This design comes from an exercise in tuning for small area, a short achievable clock period and few clock cycles per item on the open sky130 flow, not from production work.
In this exercise RTL edits were held to simulation tests only and were not proved equivalent to the original.

==> inputs of 10-27 <==
Design simpleeq_chain, start of the top module:
module simpleeq_chain (
    input  wire        clk,
    input  wire        rst_n,         
    input  wire        s_valid,
    output wire        s_ready,
    input  wire [63:0] s_data,
    input  wire        s_last,
    output wire        m_valid,
    input  wire        m_ready,
    output wire [63:0] m_data,
    output wire        m_last,
    input  wire        cfg_we,
    input  wire [6:0]  cfg_addr,      
    input  wire [31:0] cfg_wdata,
    input  wire        commit,
    input  wire        clear_state,
    output wire        commit_pending
);
    localparam [31:0] ONE = 32'h3F800000;
    genvar gi, ge, gc;
    integer i;
    reg        pend;                  
    reg        atb;                   
    reg        clr_pend;              
    reg        we_q;
    reg [6:0]  wa_q;
    reg [31:0] wd_q;
    always @(posedge clk) begin
        we_q <= rst_n & cfg_we & ~pend;
        wa_q <= cfg_addr;
        wd_q <= cfg_wdata;
    end
    reg [45*32-1:0] sh;
    reg [44:0]      sh_w;
    reg [6:0]       sh_cfg;           
    generate
        for (gi = 0; gi < 45; gi = gi + 1) begin : g_sh
            wire hit = we_q && wa_q[6:3] == gi / 5 && wa_q[2:0] == gi % 5;
            always @(posedge clk) begin
                if (hit)
                    sh[gi*32 +: 32] <= wd_q;
                if (!rst_n)
                    sh_w[gi] <= 1'b0;
                else if (hit)
                    sh_w[gi] <= 1'b1;
            end
        end
    endgenerate
    always @(posedge clk) begin
        if (!rst_n)
            sh_cfg <= 7'h07;
        else if (we_q && wa_q == 7'h48)
            sh_cfg <= {wd_q[9:8], wd_q[5:4], wd_q[2:0]};
    end
    reg [3:0] lv_a;                   
    reg [3:0] lv_r;                   
    reg [3:0] lv_rm1;                 
    reg [8:0] lv_mask;
    reg [3:0] act [0:8];              
    function [8:0] act_mask(input [6:0] c);
        integer s;
        begin
            for (s = 0; s < 4; s = s + 1)
                act_mask[s] = !c[0] && (s <= c[4:3]);
            act_mask[4] = !c[1];
            for (s = 5; s < 9; s = s + 1)
                act_mask[s] = !c[2] && (s - 5 <= c[6:5]);
        end
    endfunction
    function [3:0] act_count(input [6:0] c);
  ...
Settings: LEC_CHECK=0, CAP_MARGIN=20, CORE_MARGIN=2, CORE_UTILIZATION=40, SLEW_MARGIN=20; clock period 20.0 ns.
standard.sh (not shown) runs the stock make flow with config.mk's settings and CLKGATE_MAP_FILE= SYNTH_SCRIPT=/design/flow/synth_recipe.tcl, a recipe that flattens the netlist after the stock synthesis.
==> flow/flow/run.sh <==
#!/bin/bash
# Standard ORFS layout (the standard.sh, unchanged synthesis), with
#  - the timing repair steps asked to leave extra setup slack, so that they
#    shorten the long paths even though the 20 ns clock is met without them;
#  - every port buffered with buf_4 instead of the default delay buffer;
#  - clock-tree sinks clustered in groups of up to 24 within 100 um, which
#    needs fewer clock buffers.
set -euo pipefail
export SETUP_SLACK_MARGIN=14.0
export BUFFER_PORTS_ARGS="-buffer_cell sky130_fd_sc_hd__buf_4"
export CTS_CLUSTER_SIZE=24
export CTS_CLUSTER_DIAMETER=100
bash standard.sh > standard_flow.log 2>&1
==> 02-26: changes against 10-27 <==
--- a/flow/design.v
+++ b/flow/design.v
@@ -1346,11 +1346,10 @@
     wire [8:0] sh_mask = act_mask(sh_cfg);
     wire [3:0] sh_a    = act_count(sh_cfg);
     wire [3:0] sh_r    = (sh_a < 4'd5) ? 4'd5 : sh_a;
     reg        s_rdy;
     reg        in_v;                  
-    reg        tk1;                   
     reg [63:0] in_d;
     reg        in_l;
     wire       accept = s_valid & s_rdy;
     wire       take;
     wire [37:0] in_n0, in_n1;
@@ -1387,13 +1386,11 @@
     wire       thru = o_ld && !q_hd;             
     wire [64:0] head = rp ? e1_d : e0_d;
     always @(posedge clk) begin
         if (qn != 2'd2 && !wp) e0_d <= push_d;
         if (qn != 2'd2 && wp)  e1_d <= push_d;
-        if (!rst_n)
-            o_d <= 65'd0;
-        else if (o_ld)
+        if (o_ld)
             o_d <= q_hd ? head : push_d;
         if (!rst_n) begin
             o_v <= 1'b0;
             wp  <= 1'b0;
             rp  <= 1'b0;
@@ -1585,20 +1582,18 @@
             pend     <= 1'b0;
             atb      <= 1'b1;
             clr_pend <= 1'b0;
             in_v     <= 1'b0;
             s_rdy    <= 1'b1;
-            tk1      <= 1'b0;
             qcnt     <= 6'd0;
             pcnt     <= 2'd0;
         end else begin
             pend     <= pend_n;
             atb      <= atb_n;
             clr_pend <= clr_n;
             in_v     <= in_v_n;
-            tk1      <= take;
-            s_rdy    <= !in_v_n && !take && !tk1 && !clr_n && !(pend_n && atb_n);
+            s_rdy    <= !in_v_n && !clr_n && !(pend_n && atb_n);
             if (take)
                 qcnt <= 6'd63;
             else if (qcnt != 6'd0)
                 qcnt <= qcnt - 6'd1;
             pcnt <= pcnt + {1'b0, take && (lv_a != 4'd0)} - {1'b0, push_y};
@@ -1652,10 +1647,11 @@
         for (ge = 0; ge < 2; ge = ge + 1) begin : g_le
             for (gc = 0; gc < 2; gc = gc + 1) begin : g_lc
                 localparam L = 2 * ge + gc;
                 wire [4:0]  sl = soh[ge];
                 reg  [37:0] bq;               
+                reg  [37:0] xc;               
                 reg  [27:0] px, py;
                 reg  [16:0] q1;
                 reg  [39:0] q2;
                 reg  [31:0] p1r, p2r;
                 reg  [31:0] opa, opb;
@@ -1687,14 +1683,16 @@
                     aq  <= aqw;
                     aor <= anw[L];
                     aon <= anw_n[L];
                     if (sl[4])
                         bq <= (step[ge] == lv_rm1) ? in_n[38*gc +: 38] : anw_n[L];
-                    else if (sl[0] && step[ge] == 4'd0)
+                    else if (sl[0])
                         bq <= aon;
-                    else if (sl[2] && step[ge] == 4'd0)
-                        bq <= in_n[38*gc +: 38];
+                    else if (sl[2])
+                        bq <= xc;
+                    if (sl[0])
+                        xc <= bq;
                     if (sl[0]) p1r <= mw;     
                     if (sl[1]) p2r <= mw;     
                     opa  <= na;
                     opb  <= nb;
                     osub <= sl[3] | sl[4];
==> flow/flow/run.sh (replaced) <==
#!/bin/bash
# Standard ORFS layout (the standard.sh, unchanged synthesis), with
#  - the timing repair steps asked to leave extra setup slack, so that they
#    shorten the long paths even though the 20 ns clock is met without them;
#  - every port buffered with buf_4 instead of the default delay buffer.
set -euo pipefail
export SETUP_SLACK_MARGIN=14.5
export BUFFER_PORTS_ARGS="-buffer_cell sky130_fd_sc_hd__buf_4"
bash standard.sh > standard_flow.log 2>&1
==> impl_metrics.tcl <==
set metrics [dict create \
    setup_ws_ns 14.04 \
    slew_headroom -0.0307 \
    cap_violations 1 \
    slew_viol_final 3 \
    outcome "complete, but fails checks" \
    multi_input_area_sq_um 158000 \
    failed_checks "max-capacitance violations, max-slew violations" \
]
# the run above: 10-27

==> impl_metrics.tcl <==
set metrics [dict create \
    multi_input_area_sq_um 160000 \
    slew_headroom 0.116 \
    cap_violations 0 \
    seq_cell_count 6516 \
    setup_tns_ns 0 \
    final_cell_mix "edfxtp_1, dfxtp_1, nand2_1" \
    outcome "finished clean" \
    setup_ws_ns 13.96 \
    hp-class "reg -> reg" \
    slew_viol_final 0 \
]
# the run above: 02-26

Testbench counts of 10-27, summed over its fixed seeds: cycles 32,261, frames 2,048.
Testbench counts of 02-26, summed over its fixed seeds: cycles 32,261, frames 2,048.

re-timing with driven ports:
How much do the figures lean on ideal ports? The routed layouts below were timed once more, with nothing changed but the port constraints.
Step 1: set_driving_cell puts a clkbuf_16 on clk and a buf_2 on each other input, an assumption about the parent block.
Step 2 adds t to the input delays and takes it off the output delays; t is the mean of the earliest and latest rising clock arrival at the registers after step 1. Input paths then give back, and output paths get back, about the clock's delay inside the block.
Slacks: ideal / step 1 / step 2; pairs: ideal / step 1.
| run | t (ns) | slack for setup (ns) | worst setup path at the end |
|---|---|---|---|
| 10-27 | 1.193 | 14.039 / 14.026 / 14.037 | input to register |
| 02-26 | 1.233 | 13.964 / 13.822 / 13.439 | input to register |
The setup slack of 02-26, which loses most, moves by -0.142 ns with the drivers and by -0.525 ns with both steps.
